Background: an optimization exercise with open tools, aiming at small area. Do not read the settings as production practice. In this exercise RTL edits were held to simulation tests only and were not proved equivalent to the original.

==> inputs of build 23 <==
// mc32_core
module mc32_core (
  input  wire        clk,
  input  wire        rst,           
  input  wire [31:0] prog_len,      
  output wire [31:0] imem_addr,
  input  wire [63:0] imem_rdata,
  output wire [9:0]  dmem_addr,
  output wire        dmem_we,
  output wire [31:0] dmem_wdata,
  input  wire [31:0] dmem_rdata,
  input  wire        in_valid,
  input  wire        in_eof,
  input  wire [7:0]  in_data,
  output wire        in_ready,
  output wire        out_valid,
  output wire [7:0]  out_data,
  output wire        halted,
  output wire        faulted,
  output wire [2:0]  fault_code,
  output wire [31:0] exit_code
);
  localparam NREG  = 13;
  localparam DEPTH = 16;
  localparam [2:0] F_STACK    = 3'd1;
  localparam [2:0] F_RANGE    = 3'd2;
  localparam [2:0] F_ILLEGAL  = 3'd3;
  localparam [2:0] F_FETCH    = 3'd4;
  localparam [2:0] F_CALL     = 3'd5;
  localparam [2:0] F_RET      = 3'd6;
  localparam [2:0] F_PUTBACK  = 3'd7;
  localparam [7:0] OP_MOV  = 8'h01, OP_ADD = 8'h02, OP_SUB = 8'h03, OP_AND = 8'h04,
                   OP_ORR  = 8'h05, OP_EOR = 8'h06, OP_MVN = 8'h07, OP_LSL = 8'h08,
                   OP_LSR  = 8'h09, OP_CMP = 8'h0A, OP_STR = 8'h0B, OP_LDR = 8'h0C,
                   OP_B    = 8'h10, OP_BEQ = 8'h11, OP_BNE = 8'h12, OP_BLT = 8'h13,
                   OP_BGT  = 8'h14, OP_BL  = 8'h15, OP_RET = 8'h16, OP_HALT = 8'h20;
  localparam [2:0] S_R1 = 3'd0, S_R2 = 3'd1, S_WAIT = 3'd2, S_ALIGN = 3'd3,
                   S_HALT = 3'd4, S_FAULT = 3'd5, S_BOOT = 3'd6;
  localparam [2:0] W_NONE = 3'd0, W_T = 3'd1, W_SHL = 3'd2, W_SHR = 3'd3,
                   W_MEM = 3'd4, W_IN = 3'd5, W_PB = 3'd6, W_ZERO = 3'd7;
  localparam [1:0] M_NONE = 2'd0, M_WRITE = 2'd1, M_OUT = 2'd2, M_PUTBACK = 2'd3;
  localparam [1:0] P_INC = 2'd0, P_T = 2'd1, P_RS = 2'd2, P_BL = 2'd3;
  reg [2:0]  st;
  reg [2:0]  ph;
  reg [2:0]  fcode;
  reg        flag_n, flag_z, flag_c, flag_v;
  reg [4:0]  rs_cnt;
  reg        pb_full;
  reg        eq, gt;           
  reg [31:0] pc;
  reg [31:0] T;
  reg [11:0] A;
  reg        hi;               
  reg        cy, zacc, ic;
  reg [2:0]  l_wsel;
  reg [3:0]  l_rd;
  reg [1:0]  l_mem;
  reg [1:0]  l_pcsel;
  reg        l_halt;
  ...
Settings: LEC_CHECK=0, ABC_AREA=0, CAP_MARGIN=20, CORE_MARGIN=2, CORE_UTILIZATION=55, PLACE_DENSITY=0.72, SLEW_MARGIN=20; clock period 10.0 ns.
standard.sh (not shown) runs the stock make flow with config.mk's settings and CLKGATE_MAP_FILE= SYNTH_SCRIPT=/design/flow/synth_recipe.tcl, a recipe that flattens the netlist after the stock synthesis.
==> flow/flow/run.sh <==
#!/bin/bash
# The standard layout (the standard.sh, standard synthesis unchanged), with two knobs:
# every port still gets a buffer, but the small buf_1; and CTS without dummy loads, with
# clusters of at most 16 sinks driven by clkbuf_8.
set -euo pipefail
bash standard.sh \
  "BUFFER_PORTS_ARGS=-buffer_cell sky130_fd_sc_hd__buf_1" \
  "CTS_ARGS=-sink_clustering_enable -repair_clock_nets -dont_use_dummy_load -sink_clustering_size 16 -sink_clustering_max_diameter 80 -buf_list sky130_fd_sc_hd__clkbuf_8" \
  finish > standard.log 2>&1
==> inputs of build 83, as changes to build 23 <==
--- a/flow/design.v
+++ b/flow/design.v
@@ -31,13 +31,13 @@
   localparam [7:0] OP_MOV  = 8'h01, OP_ADD = 8'h02, OP_SUB = 8'h03, OP_AND = 8'h04,
                    OP_ORR  = 8'h05, OP_EOR = 8'h06, OP_MVN = 8'h07, OP_LSL = 8'h08,
                    OP_LSR  = 8'h09, OP_CMP = 8'h0A, OP_STR = 8'h0B, OP_LDR = 8'h0C,
                    OP_B    = 8'h10, OP_BEQ = 8'h11, OP_BNE = 8'h12, OP_BLT = 8'h13,
                    OP_BGT  = 8'h14, OP_BL  = 8'h15, OP_RET = 8'h16, OP_HALT = 8'h20;
   localparam [2:0] S_R1 = 3'd0, S_R2 = 3'd1, S_WAIT = 3'd2, S_ALIGN = 3'd3,
-                   S_HALT = 3'd4, S_FAULT = 3'd5, S_BOOT = 3'd6;
+                   S_HALT = 3'd4, S_FAULT = 3'd5, S_BOOT = 3'd6, S_BOOT1 = 3'd7;
   localparam [2:0] W_NONE = 3'd0, W_T = 3'd1, W_SHL = 3'd2, W_SHR = 3'd3,
                    W_MEM = 3'd4, W_IN = 3'd5, W_PB = 3'd6, W_ZERO = 3'd7;
   localparam [1:0] M_NONE = 2'd0, M_WRITE = 2'd1, M_OUT = 2'd2, M_PUTBACK = 2'd3;
   localparam [1:0] P_INC = 2'd0, P_T = 2'd1, P_RS = 2'd2, P_BL = 2'd3;
   reg [2:0]  st;
   reg [2:0]  ph;
@@ -61,13 +61,20 @@
   wire       l_pbclr = (l_wsel == W_PB);
   wire       l_pbw   = (l_mem == M_PUTBACK);
   wire       l_push  = (l_pcsel == P_BL);
   wire       l_pop   = (l_pcsel == P_RS);
   wire r1 = (st == S_R1);
   wire r2 = (st == S_R2);
-  wire boot = (st == S_BOOT);
+  wire boot  = (st == S_BOOT);
+  wire boot1 = (st == S_BOOT1);
+  wire waitst = (st == S_WAIT);
+  wire align  = (st == S_ALIGN);
+  reg        ieof;
+  reg        pw;
+  reg [2:0]  qe;
+  reg [2:0]  kc;                
   wire [63:0] w    = imem_rdata;
   wire [7:0]  opc  = w[63:56];
   wire [3:0]  rd   = w[55:52];
   wire [3:0]  rn   = w[51:48];
   wire [3:0]  rm   = w[47:44];
   wire [2:0]  z1   = w[43:41];
@@ -111,13 +118,13 @@
       OP_BGT:  take = !flag_z && (flag_n == flag_v);
       OP_BL:   take = 1'b1;
       default: take = 1'b0;
     endcase
   end
   wire [3:0] xh [0:NREG-1];
-  wire       x_wr = r2 && l_wen;
+  wire       x_wr = (r2 && l_wen) || pw;
   reg  [3:0] wd;
   wire [3:0] wdb  = boot ? 4'h0 : wd;
   genvar g;
   generate
     for (g = 0; g < NREG; g = g + 1) begin : xr
       reg [31:0] q;
@@ -144,14 +151,15 @@
   generate
     for (g = 0; g < NREG; g = g + 1) begin : xf
       assign xhf[4*g +: 4] = xh[g];
     end
   endgenerate
   wire [3:0] selN = eq ? 4'd0 : (is_str ? rd : rn);
-  wire [3:0] nA   = xread(selN, xhf);
-  wire [3:0] nM   = xread(rm, xhf);
+  wire [3:0] innib;
+  wire [3:0] nA   = (pw && selN == l_rd) ? innib : xread(selN, xhf);
+  wire [3:0] nM   = (pw && rm == l_rd) ? innib : xread(rm, xhf);
   wire [3:0] nImm = imm[{ph, 2'b00} +: 4];
   wire [3:0] nB   = ibit ? nImm : nM;
   wire [3:0] bx  = is_sub ? ~nB : nB;
   wire       cin = (ph == 3'd0) ? is_sub : cy;
   wire [4:0] sum = {1'b0, nA} + {1'b0, bx} + {4'd0, cin};
   reg [3:0] alu;
@@ -178,19 +186,19 @@
   wire a_in    = !range && (A[9:0] == 10'd1022);
   wire a_out   = !range && (A[9:0] == 10'd1023);
   wire a_plain = !range && (A[9:0] <= 10'd1020);
   wire ldr_wait = !eq && is_ldr && a_in && !pb_full;
   wire [4*DEPTH-1:0] rshf;
   wire [3:0] rs_top = rshf[{rs_cnt[3:0] - 4'd1, 2'b00} +: 4];
-  wire       pc_sh   = rst || (r1 && ph == 3'd7) || ((r2 || boot) && ph != 3'd7);
+  wire       pc_sh   = (r1 && ph == 3'd7) || boot1 || ((r2 || waitst || align || boot) && kc != 3'd0);
   wire [1:0] pcsel_d = eq ? P_T : is_bl ? P_BL : (is_halt || (f_br && take)) ? P_T :
                        is_ret ? P_RS : P_INC;
   wire [1:0] pcsel   = r1 ? pcsel_d : l_pcsel;
   wire       push    = (pcsel == P_BL);
   wire [4:0] inc     = {1'b0, pc[3:0]} + {4'd0, r1 ? 1'b1 : ic};
-  wire [3:0] pcnib   = (rst || boot) ? 4'h0 : pcsel[0] ? T[7:4] : pcsel[1] ? rs_top : inc[3:0];
+  wire [3:0] pcnib   = (boot || boot1) ? 4'h0 : pcsel[0] ? T[7:4] : pcsel[1] ? rs_top : inc[3:0];
   generate
     for (g = 0; g < DEPTH; g = g + 1) begin : rsr
       reg [31:0] q;
       always @(posedge clk)
         q <= {(pc_sh && push && (rs_cnt[3:0] == g)) ? inc[3:0] : q[3:0], q[31:4]};
       assign rshf[4*g +: 4] = q[3:0];
@@ -236,13 +244,13 @@
     endcase
   end
   wire [3:0] shnib  = big ? 4'h0 : shw;
   always @(posedge clk)
     sh_prev <= r1 ? (sh_lsr ? cur_r1 : 4'h0) : cur;
   wire [3:0] dnib  = dmem_rdata[{ph, 2'b00} +: 4];
-  wire [3:0] innib = A[8] ? 4'hF : (ph == 3'd0) ? A[3:0] : (ph == 3'd1) ? A[7:4] : 4'h0;
+  assign     innib = ieof ? 4'hF : (ph == 3'd0) ? A[3:0] : (ph == 3'd1) ? (r1 ? A[3:0] : A[7:4]) : 4'h0;
   always @(*) begin
     case (l_wsel)
       W_T:     wd = T[3:0];
       W_SHL:   wd = shnib;
       W_SHR:   wd = shnib;
       W_MEM:   wd = dnib;
@@ -272,32 +280,44 @@
         A  <= {nB, A[11:4]};
         hi <= 1'b0;
       end else begin
         hi <= hi || (nB != 4'd0);
       end
     end
-    if (take_in)
-      A[8:0] <= {in_eof, in_data};
+    if (take_in) begin
+      A[7:0] <= in_data;
+      ieof   <= in_eof;
+    end
     if (pc_sh)
       ic <= inc[4];
     if (pc_sh)
       pc <= {pcnib, pc[31:4]};
   end
   always @(posedge clk) begin
     if (rst) begin
-      st      <= S_BOOT;
-      ph      <= 3'd0;
+      st      <= S_BOOT1;
+      ph      <= 3'd7;
+      kc      <= 3'd0;
+      pw      <= 1'b0;
       fcode   <= 3'd0;
       flag_n  <= 1'b0;
       flag_z  <= 1'b0;
       flag_c  <= 1'b0;
       flag_v  <= 1'b0;
       rs_cnt  <= 5'd0;
       pb_full <= 1'b0;
     end else begin
       ph <= ph + 3'd1;
+      if (pc_sh) begin
+        kc <= kc + 3'd1;
+        eq <= ((kc == 3'd0) || eq) && (pcnib == prog_len[{kc, 2'b00} +: 4]);
+        gt <= (pcnib > prog_len[{kc, 2'b00} +: 4]) ||
+              ((pcnib == prog_len[{kc, 2'b00} +: 4]) && (kc != 3'd0) && gt);
+      end
+      if (pw && ph == qe)
+        pw <= 1'b0;
       case (st)
         S_R1: begin
           if (ph == 3'd0) begin
             if (gt) begin
               st <= S_FAULT; fcode <= F_FETCH;
             end else if (!eq) begin
@@ -340,35 +360,33 @@
             end else if (ldr_wait && !in_valid) begin
               st <= S_WAIT;
             end
           end
         end
         S_WAIT: begin
-          if (in_valid)
-            st <= (ph == 3'd7) ? S_R2 : S_ALIGN;
+          if (in_valid) begin
+            if (ph == 3'd7) begin
+              st <= S_R2;
+            end else begin
+              st <= S_ALIGN;
+              pw <= 1'b1;
+              qe <= ph;
+            end
+          end
         end
         S_ALIGN: begin
           if (ph == 3'd7)
-            st <= S_R2;
+            st <= S_R1;
         end
+        S_BOOT1: st <= S_BOOT;
         S_BOOT: begin
           if (ph == 3'd7)
             st <= S_R1;
         end
         default: ;    
       endcase
-      if (r2 || boot) begin
-          if (ph == 3'd0) begin
-            eq <= (pc[31:28] == prog_len[3:0]);
-            gt <= (pc[31:28] > prog_len[3:0]);
-          end else begin
-            eq <= eq && (pc[31:28] == prog_len[{ph, 2'b00} +: 4]);
-            gt <= (pc[31:28] > prog_len[{ph, 2'b00} +: 4]) ||
-                  ((pc[31:28] == prog_len[{ph, 2'b00} +: 4]) && gt);
-          end
-      end
       case (st)
         S_R2: begin
           if (ph == 3'd7) begin
             st <= l_halt ? S_HALT : S_R1;
             if (l_push)
               rs_cnt <= rs_cnt + 5'd1;
==> flow/flow/run.sh (replaced) <==
#!/bin/bash
# The standard layout (the standard.sh, standard synthesis unchanged), with two knobs:
# every port still gets a buffer, but the small buf_1; and CTS without dummy loads, with
# clusters of at most 32 sinks driven by clkbuf_16.
set -euo pipefail
bash standard.sh \
  "BUFFER_PORTS_ARGS=-buffer_cell sky130_fd_sc_hd__buf_1" \
  "CTS_ARGS=-sink_clustering_enable -repair_clock_nets -dont_use_dummy_load -sink_clustering_size 32 -sink_clustering_max_diameter 70 -buf_list sky130_fd_sc_hd__clkbuf_16" \
  finish > standard.log 2>&1
==> flow_summary.ini <==
[synthesis]
synthAdderAreaFrac_pct = 1.96
synth_top_area_share_pct = 66.1
synth-simple-area-share_pct = 6.39

[placement]
pre_cts_slack_ns = 1.55

[outcome]
outcome = finished clean

[route]
via_count = 17000
-- figures above: build 83

==> flow_summary.ini <==
[outcome]
outcome = finished clean

[route]
wl_met2_mm = 29.8
via_count = 17200

[clocking]
cts-hold-fix-buffers = 0

[synthesis]
synth-simple-area-share_pct = 6.92
synthAdderAreaFrac_pct = 2.05

[power_and_ir_drop]
p_per_area_mw_per_mm2 = 196
-- figures above: build 23

what the ideal ports hide:
The results above use ideal ports. As a check the final layouts listed here were re-extracted and re-timed, cells and wires unchanged. Step 1 sets driving cells, clkbuf_16 on the clock port and buf_2 on the other inputs (assumed; they add their load-dependent delay and slew). Step 2 also shifts input and output timing later by t, the mid clock arrival at the registers, as if the neighbouring blocks saw the same clock. Three values: ideal, step 1, step 2; two values: the first two.
run | shift t [ns] | setup slack, ns | worst setup path after step 2 | slew at the worst register clock pin (ns) | worst slew at a driven data input, ns
build 23 | 0.705 | 2.739 / 2.699 / 2.699 | input to output | 0.10 / 0.10 | 0.14
build 83 | 0.640 | 1.916 / 1.861 / 1.861 | input to output | 0.11 / 0.11 | 0.11
After both steps every run listed still meets setup and hold. The setup slack of build 83, which loses most, moves by -0.055 ns with the drivers and by -0.055 ns with both steps.
